Context: an optimization exercise on an open-source flow, tuned for small area, a short achievable clock period and few clock cycles. The choices shown serve that exercise and are no tape-out recipe. At most, simulation tests tie the RTL to the original design; equivalence was not proved. Power figures rest on the tool's default switching activity, not on a simulated workload.

==> flow/design.v (excerpt) <==
module pcwlc_core (
    input  wire        clk,
    input  wire        rst,
    input  wire        host_we,
    input  wire [2:0]  host_addr,
    input  wire [63:0] host_wdata,
    output wire [31:0] status,
    output wire [63:0] res,
    output wire [63:0] res2,
    output wire [31:0] erraddr,
    output reg         port_req,
    output reg         port_we,
    output reg  [1:0]  port_size,     
    output reg  [16:0] port_addr,
    output wire [31:0] port_wdata,
    input  wire        port_ack,
    input  wire [1:0]  port_fail,     
    input  wire [31:0] port_rdata,
    input  wire [63:0] now
);
For scale: ~3400 cells after synthesis, ~410 I/O pins.
clock: 8.0 ns
lec_check: 0
cap_margin: 20
core_margin: 2
core_utilization: 40
setup_slack_margin: 4
slew_margin: 20
standard.sh (not shown) runs the stock make flow with config.mk's settings and CLKGATE_MAP_FILE= SYNTH_SCRIPT=/design/flow/synth_recipe.tcl, a recipe that flattens the netlist after the stock synthesis.
==> flow/flow/run.sh <==
#!/bin/bash
# Layout flow: the standard flow (standard.sh: the standard synthesis,
# then ORFS to the routed layout) with two layout settings changed:
#  - the port buffers are buf_4 cells instead of the delay buffers that
#    buffer_ports picks by default;
#  - the resizer may change a cell's footprint when it sizes cells
#    (MATCH_CELL_FOOTPRINT=0), so timing repair can upsize freely.
# The output of the whole run goes to standard.log in the work folder; ORFS
# keeps each step's log under orfs/logs/.
set -euo pipefail
bash standard.sh MATCH_CELL_FOOTPRINT=0 \
    "BUFFER_PORTS_ARGS=-buffer_cell sky130_fd_sc_hd__buf_4" \
    finish > standard.log 2>&1
The baseline ran to the end with no violations.
Testbench counts at the start, summed over its fixed seeds: cycles 67,760.
Next try:
--- a/flow/design.v
+++ b/flow/design.v
@@ -210,51 +210,50 @@
             c_req   = 1'b0;
             c_code  = C_ILLEGAL;
             c_errv  = 1'b0;
             c_state = S_FIN;
         end
     end
     reg  [4:0]  st_nx;      
     reg         sel_d, sel_w, sel_p;
     wire [64:0] add_b = sel_w ? wake_n :
                         sel_p ? {1'b0, res_q} :
                                 {dl_hi_n & sel_d, lop};
-    wire        add_c = sel_w | sel_d;
     localparam integer AW = 66;
     localparam integer AL = 7;                  
     wire [AW-1:0] ad_a = {2'b0, now};
     wire [AW-1:0] ad_b = {1'b0, add_b};
     wire [AW-1:0] ad_p = ad_a ^ ad_b;
-    wire [AW-1:0] ad_g = (ad_a & ad_b) | {{(AW-1){1'b0}}, ad_p[0] & add_c};
+    wire [AW-1:0] ad_g = ad_a & ad_b;
     wire [AW-1:0] sk_g [0:AL];
     wire [AW-1:0] sk_p [0:AL];
     assign sk_g[0] = ad_g;
     assign sk_p[0] = ad_p;
     genvar bl, bi;
     generate
         for (bl = 0; bl < AL; bl = bl + 1) begin : g_lvl
             for (bi = 0; bi < AW; bi = bi + 1) begin : g_bit
                 if ((bi >> bl) % 2 == 1) begin : g_node
                     assign sk_g[bl+1][bi] = sk_g[bl][bi] | (sk_p[bl][bi] & sk_g[bl][((bi >> bl) << bl) - 1]);
                     assign sk_p[bl+1][bi] = sk_p[bl][bi] & sk_p[bl][((bi >> bl) << bl) - 1];
                 end else begin : g_copy
                     assign sk_g[bl+1][bi] = sk_g[bl][bi];
                     assign sk_p[bl+1][bi] = sk_p[bl][bi];
                 end
             end
         end
     endgenerate
     wire [AW-1:0] ad_cy = sk_g[AL];             
-    wire [65:0]   nsum  = ad_p ^ {ad_cy[AW-2:0], add_c};
+    wire [65:0]   nsum  = ad_p ^ {ad_cy[AW-2:0], 1'b0};
     reg         past;
-    always @(posedge clk) past <= nsum[65];
+    always @(posedge clk) past <= nsum[65] | (&ad_p[64:0]);
     wire        lop_zero  = pz;
     wire        ack  = port_req && port_ack;
     wire        okk  = (port_fail == 2'd0);
     wire [31:0] rd   = port_rdata;
     wire is_std   = (op == OP_FIND_STD);
     wire is_rs    = (op == OP_READ_STAT);
     wire is_lsop  = (op == OP_READ_STAT) || (op == OP_WAIT_TRAIN);
     wire is_cap   = (op == OP_SET_SPEED) && !again;
     wire [7:0] walk_id = is_std ? imm[7:0] : PCIE_CAP_ID;
     reg [15:0] rmw_set, rmw_clr;
     always @(*) begin
@@ -276,23 +275,31 @@
     end
     wire [7:0] base_off = is_lsop ? 8'h12 : is_cap ? 8'h02 : 8'h10;
     wire [8:0] base_adr = {1'b0, cur[7:0]} + {1'b0, base_off};
     wire [4:0] base_st  = is_lsop ? S_LS : is_cap ? S_CAP : S_RMWR;
     wire [15:0] ls       = rd[15:0];
     wire [3:0]  ls_sc    = ls[3:0];
     wire        ls_known = (ls_sc >= 4'd1) && (ls_sc <= 4'd6);
     wire [31:0] ls_res   = {ls, 3'd0, ls[13], ls[11], ls[9:4], ls_known, ls_sc};
     wire [12:0] cs_m4    = lop[12:0] - 13'd4;
     wire        cs_big   = (lop[63:13] != 51'd0) || (cs_m4[12]);
     wire [11:0] nx       = rd[31:20];
-    wire        cs_over  = !cs_big && (nx > cs_m4[11:0]);
+    function gt12(input [11:0] a, input [11:0] b);
+        integer k;
+        begin
+            gt12 = 1'b0;
+            for (k = 0; k < 12; k = k + 1)
+                gt12 = (a[k] & ~b[k]) | (~(a[k] ^ b[k]) & gt12);
+        end
+    endfunction
+    wire        cs_over  = !cs_big && gt12(nx, cs_m4[11:0]);
     wire [16:0] addr_p4  = port_addr + 17'd4;
     wire [16:0] addr_lc2 = port_addr + 17'h2E;    
     wire ent_ff    = (rd[7:0] == 8'hFF);
     wire ent_match = (rd[7:0] == walk_id);
     wire ent_next  = (trip != 9'd0) && (rd[15:14] != 2'd0);
     wire ext_dead  = (rd == 32'h00000000) || (rd == 32'hFFFFFFFF);
     wire ext_match = (rd[15:0] == imm);
     wire ext_bad   = (nx[11:8] == 4'd0) || (nx == cur) || (trip == 9'd0) || cs_over;
     wire ext_mis   = (nx[1:0] != 2'd0);
     wire cfg_more  = (wc == 2'd3) && !again;
     reg       cont;
What happened:
- clock power shrinks by a few percent
- area after synthesis shrinks slightly
- global-route usage grows by 0.91 points
- synthesized cell count shrinks slightly
- core utilization barely changes
- count of clock-buffer cells in the layout shrinks by 15
- worst hold slack improves by 15 ps
- register-to-register slack degrades by 120 ps
- design area shrinks slightly
For the second run of this note, only the layout was checked, not whether the RTL still works.


Setup of rev 12:
pcwlc_core, a different RTL version from the one above (not shown whole).
Size: ~3,300 cells after synthesis, ~410 flip-flops, about 410 I/O pins, about 0.027 mm² of cells after synthesis.
## pcwlc_core
module pcwlc_core (
    input  wire        clk,
    input  wire        rst,
    input  wire        host_we,
    input  wire [2:0]  host_addr,
    input  wire [63:0] host_wdata,
    output wire [31:0] status,
    output wire [63:0] res,
    output wire [63:0] res2,
    output wire [31:0] erraddr,
    output reg         port_req,
    output reg         port_we,
    output reg  [1:0]  port_size,     
    output reg  [16:0] port_addr,
    output wire [31:0] port_wdata,
    input  wire        port_ack,
    input  wire [1:0]  port_fail,     
    input  wire [31:0] port_rdata,
    input  wire [63:0] now
);
    localparam [2:0] C_OK      = 3'd0;
    localparam [2:0] C_NOTFND  = 3'd1;
    localparam [2:0] C_ALIGN   = 3'd2;
    localparam [2:0] C_RANGE   = 3'd3;
    localparam [2:0] C_UNSUP   = 3'd4;
    localparam [2:0] C_IOFAIL  = 3'd5;
    localparam [2:0] C_ILLEGAL = 3'd6;
    localparam [4:0] OP_CFG_READ   = 5'h01;
    localparam [4:0] OP_CFG_WRITE  = 5'h02;
    localparam [4:0] OP_FIND_STD   = 5'h03;
    localparam [4:0] OP_FIND_EXT   = 5'h04;
    localparam [4:0] OP_ENABLE     = 5'h05;
    localparam [4:0] OP_DISABLE    = 5'h06;
    localparam [4:0] OP_RETRAIN    = 5'h07;
    localparam [4:0] OP_SET_SPEED  = 5'h08;
    localparam [4:0] OP_READ_STAT  = 5'h09;
    localparam [4:0] OP_WAIT_TRAIN = 5'h0A;
    localparam [4:0] OP_HOT_RESET  = 5'h0B;
    localparam [4:0] OP_SET_BITS   = 5'h0C;
    localparam [4:0] S_IDLE  = 5'd0;
    localparam [4:0] S_FIN   = 5'd1;    
  ...
export LEC_CHECK = 0
export CAP_MARGIN = 20
export CORE_MARGIN = 2
export CORE_UTILIZATION = 40
export CTS_BUF_LIST = sky130_fd_sc_hd__clkbuf_8
export PLACE_DENSITY = 0.75
export SETUP_SLACK_MARGIN = 4.25
export SLEW_MARGIN = 20
create_clock -name core_clock -period 8.0 [get_ports {clk}]
==> flow/flow/run.sh <==
#!/bin/bash
# Layout flow: the standard flow (standard.sh: the standard synthesis,
# then ORFS to the routed layout) with two layout settings changed:
#  - the port buffers are buf_1 cells instead of the delay buffers that
#    buffer_ports picks by default; timing repair upsizes the ones on
#    critical paths;
#  - the resizer may change a cell's footprint when it sizes cells
#    (MATCH_CELL_FOOTPRINT=0), so timing repair can upsize freely.
# The output of the whole run goes to standard.log in the work folder; ORFS
# keeps each step's log under orfs/logs/.
set -euo pipefail
bash standard.sh MATCH_CELL_FOOTPRINT=0 \
    "BUFFER_PORTS_ARGS=-buffer_cell sky130_fd_sc_hd__buf_1" \
    finish > standard.log 2>&1
Input changes introduced in rev 13 (baseline for comparison: rev 12):
--- a/flow/design.v
+++ b/flow/design.v
@@ -277,16 +277,16 @@
     wire [8:0] base_adr = {1'b0, cur[7:0]} + {1'b0, base_off};
     wire [4:0] base_st  = is_lsop ? S_LS : is_cap ? S_CAP : S_RMWR;
     wire [15:0] ls       = rd[15:0];
     wire [3:0]  ls_sc    = ls[3:0];
     wire        ls_known = (ls_sc >= 4'd1) && (ls_sc <= 4'd6);
     wire [31:0] ls_res   = {ls, 3'd0, ls[13], ls[11], ls[9:4], ls_known, ls_sc};
     wire [12:0] c_cs_m4  = opa[12:0] - 13'd4;
-    reg  [11:0] cs_m4;
-    reg         cs_big;
+    wire [11:0] cs_m4  = lop[11:0];
+    wire        cs_big = lop[12];
     wire [11:0] nx       = rd[31:20];
     function gt12(input [11:0] a, input [11:0] b);
         integer k;
         begin
             gt12 = 1'b0;
             for (k = 0; k < 12; k = k + 1)
                 gt12 = (a[k] & ~b[k]) | (~(a[k] ^ b[k]) & gt12);
@@ -490,22 +490,26 @@
     reg first;    
     always @(posedge clk) begin
         first <= !busy;
         if (!busy) begin
             op    <= c_op;
             wc    <= c_w;
             f     <= c_f;
-            lop[47:0] <= opa[47:0];
+            lop[47:13] <= opa[47:13];
+            if (c_op == OP_FIND_EXT) begin
+                lop[11:0] <= c_cs_m4[11:0];
+                lop[12]   <= (opa[63:13] != 51'd0) || c_cs_m4[12];
+            end else begin
+                lop[12:0] <= opa[12:0];
+            end
             case (c_op)
                 OP_FIND_STD, OP_FIND_EXT, OP_SET_BITS: lop[63:48] <= c_imm;
                 OP_SET_SPEED:                          lop[63:48] <= {13'd0, speed_code};
                 default:                               lop[63:48] <= opa[63:48];
             endcase
-            cs_m4  <= c_cs_m4[11:0];
-            cs_big <= (opa[63:13] != 51'd0) || c_cs_m4[12];
             pz    <= (opa == 64'd0);
             again <= 1'b0;
             cur   <= 12'h100;
             trip  <= ext_trip1;
             port_we   <= (c_op == OP_CFG_WRITE);
             port_size <= c_size;
         end
### Flow results
Number of multi-input combinational cells in the layout for rev 13: 0.43% down relative to rev 12. Going from rev 12 to rev 13, final cell count shrank slightly. The critical path class comes out flip-flop to flip-flop in one run and input port to flip-flop in the other, namely in rev 13 and rev 12 respectively. Per the comparison of rev 13 with rev 12, final clock period utilization by the worst path up 1.3 points, tap cell count down 9, number of vias after detailed routing down 604, post-route minimum period up 0.10 ns. Relative to rev 12, the portion of total power attributed to the clock network of rev 13 is higher by 3.3 points. Master of the slowest instance on the critical path = dfxtp_4: rev 13; master of the slowest instance on the critical path = or3_4: rev 12. Rev 13 vs. rev 12: initial antenna violation count shows an increase of 12; net load switching power went down; clock latency of the later-clocked register in the worst-skew pair now smaller. NOTE: combinational cell fraction of total power in rev 13 falls short of that of rev 12. Rev 13 did not stop at any stage, and its layout met the timing, DRC and antenna checks.
Function was not checked in any run of this note: the RTL went through the layout flow alone.


Another version of the RTL of pcwlc_core (not shown whole).
Size in the first run: ~3300 cells after synthesis, roughly 410 I/O pins.
==> flow/config.mk <==
export PLATFORM = sky130hd
export DESIGN_NAME = pcwlc_core
export DESIGN_NICKNAME = pcwlc_core
export VERILOG_FILES = /design/flow/design.v
export SDC_FILE = /design/flow/constraint.sdc
export NUM_CORES = 4
export LEC_CHECK = 0
export CAP_MARGIN = 20
export CORE_MARGIN = 2
export CORE_UTILIZATION = 40
export SETUP_SLACK_MARGIN = 4
export SLEW_MARGIN = 20
==> flow/constraint.sdc <==
create_clock -name core_clock -period 8.0 [get_ports {clk}]
set_input_delay 1.6000 -clock core_clock [delete_from_list [all_inputs] [get_ports {clk}]]
set_output_delay 1.6000 -clock core_clock [all_outputs]
set_load 0.01 [all_outputs]
==> flow/flow/run.sh <==
#!/bin/bash
# Layout flow: the standard flow (standard.sh: the standard synthesis,
# then ORFS to the routed layout) with two layout settings changed:
#  - the port buffers are buf_4 cells instead of the delay buffers that
#    buffer_ports picks by default;
#  - the resizer may change a cell's footprint when it sizes cells
#    (MATCH_CELL_FOOTPRINT=0), so timing repair can upsize freely.
# The output of the whole run goes to standard.log in the work folder; ORFS
# keeps each step's log under orfs/logs/.
set -euo pipefail
bash standard.sh MATCH_CELL_FOOTPRINT=0 \
    "BUFFER_PORTS_ARGS=-buffer_cell sky130_fd_sc_hd__buf_4" \
    finish > standard.log 2>&1
Edit:
--- a/flow/design.v
+++ b/flow/design.v
@@ -237,42 +237,31 @@
     localparam integer AW = 66;
     localparam integer AL = 7;                  
     wire [AW-1:0] ad_a = {2'b0, now_q};
     wire [AW-1:0] ad_b = {1'b0, add_b};
     wire [AW-1:0] ad_p = ad_a ^ ad_b;
     wire [AW-1:0] ad_g = (ad_a & ad_b) | {{(AW-1){1'b0}}, ad_p[0] & add_c};
-    wire [AW-1:0] bk_g [0:2*AL];
-    wire [AW-1:0] bk_p [0:2*AL];
-    assign bk_g[0] = ad_g;
-    assign bk_p[0] = ad_p;
+    wire [AW-1:0] sk_g [0:AL];
+    wire [AW-1:0] sk_p [0:AL];
+    assign sk_g[0] = ad_g;
+    assign sk_p[0] = ad_p;
     genvar bl, bi;
     generate
-        for (bl = 0; bl < AL; bl = bl + 1) begin : g_up
+        for (bl = 0; bl < AL; bl = bl + 1) begin : g_lvl
             for (bi = 0; bi < AW; bi = bi + 1) begin : g_bit
-                if (((bi + 1) % (2 << bl)) == 0) begin : g_node
-                    assign bk_g[bl+1][bi] = bk_g[bl][bi] | (bk_p[bl][bi] & bk_g[bl][bi-(1<<bl)]);
-                    assign bk_p[bl+1][bi] = bk_p[bl][bi] & bk_p[bl][bi-(1<<bl)];
+                if ((bi >> bl) % 2 == 1) begin : g_node
+                    assign sk_g[bl+1][bi] = sk_g[bl][bi] | (sk_p[bl][bi] & sk_g[bl][((bi >> bl) << bl) - 1]);
+                    assign sk_p[bl+1][bi] = sk_p[bl][bi] & sk_p[bl][((bi >> bl) << bl) - 1];
                 end else begin : g_copy
-                    assign bk_g[bl+1][bi] = bk_g[bl][bi];
-                    assign bk_p[bl+1][bi] = bk_p[bl][bi];
-                end
-            end
-        end
-        for (bl = AL - 1; bl >= 0; bl = bl - 1) begin : g_dn
-            for (bi = 0; bi < AW; bi = bi + 1) begin : g_bit
-                if (((bi + 1) % (2 << bl)) == (1 << bl) && (bi + 1) > (2 << bl)) begin : g_node
-                    assign bk_g[2*AL-bl][bi] = bk_g[2*AL-bl-1][bi] | (bk_p[2*AL-bl-1][bi] & bk_g[2*AL-bl-1][bi-(1<<bl)]);
-                    assign bk_p[2*AL-bl][bi] = bk_p[2*AL-bl-1][bi];
-                end else begin : g_copy
-                    assign bk_g[2*AL-bl][bi] = bk_g[2*AL-bl-1][bi];
-                    assign bk_p[2*AL-bl][bi] = bk_p[2*AL-bl-1][bi];
+                    assign sk_g[bl+1][bi] = sk_g[bl][bi];
+                    assign sk_p[bl+1][bi] = sk_p[bl][bi];
                 end
             end
         end
     endgenerate
-    wire [AW-1:0] ad_cy = bk_g[2*AL];           
+    wire [AW-1:0] ad_cy = sk_g[AL];             
     wire [65:0]   nsum  = ad_p ^ {ad_cy[AW-2:0], add_c};
     reg         past;
     always @(posedge clk) past <= nsum[65];
     wire        lop_zero  = pz;
     wire        ack  = port_req && port_ack;
     wire        okk  = (port_fail == 2'd0);
Result:
- The new run ran to the end with no violations
- power came out lower by about 1.3%
- core utilization is about the same
- setup slack gains 110 ps
- register-to-register slack improves by 110 ps
- clock skew is higher by 14 ps
- fmax goes up by about 2.4%
- cell area went up by 1.9%
- synthesized area went up by about 1.5%
- worst hold slack gets worse by 9.5 ps
No functional check of the RTL was part of any run of this note.

==> static timing again, ports no longer ideal <==
In the flow no input, the clock included, has a driving cell. The finished layouts below were timed again as built, in two steps. Step 1 (the two cells are an assumption about what drives the block):
set clk [get_ports {clk}]
set_driving_cell -lib_cell sky130_fd_sc_hd__clkbuf_16 $clk
set_driving_cell -lib_cell sky130_fd_sc_hd__buf_2 [delete_from_list [all_inputs] $clk]
Step 2 also shifts input and output timing later by t, the mid clock arrival at the registers, as if the neighbouring blocks saw the same clock. Three values: ideal ports, drivers, drivers and shift; two values: the first two.
| run | shift t [ns] | setup slack, ns | worst setup path after step 2 | latest minus earliest clock arrival (ns) |
|---|---|---|---|---|
| the first run of note 1 | 0.662 | 3.670 / 3.674 / 3.012 | input to register | 0.038 / 0.038 |
| the second run of note 1 | 0.657 | 3.653 / 3.653 / 3.070 | input to register | 0.030 / 0.031 |
| rev 12 | 0.744 | 4.041 / 4.062 / 3.318 | input to register | 0.053 / 0.054 |
| rev 13 | 0.706 | 3.938 / 3.938 / 3.307 | input to register | 0.031 / 0.031 |
| the first run of note 3 | 0.708 | 3.388 / 3.388 / 3.356 | input to register | 0.025 / 0.024 |
| the second run of note 3 | 0.708 | 3.497 / 3.497 / 3.431 | input to register | 0.036 / 0.036 |
After both steps setup and hold are still met in every run listed. For rev 12, which loses most, drivers alone change the setup slack by +0.021 ns; drivers and shift together by -0.723 ns.
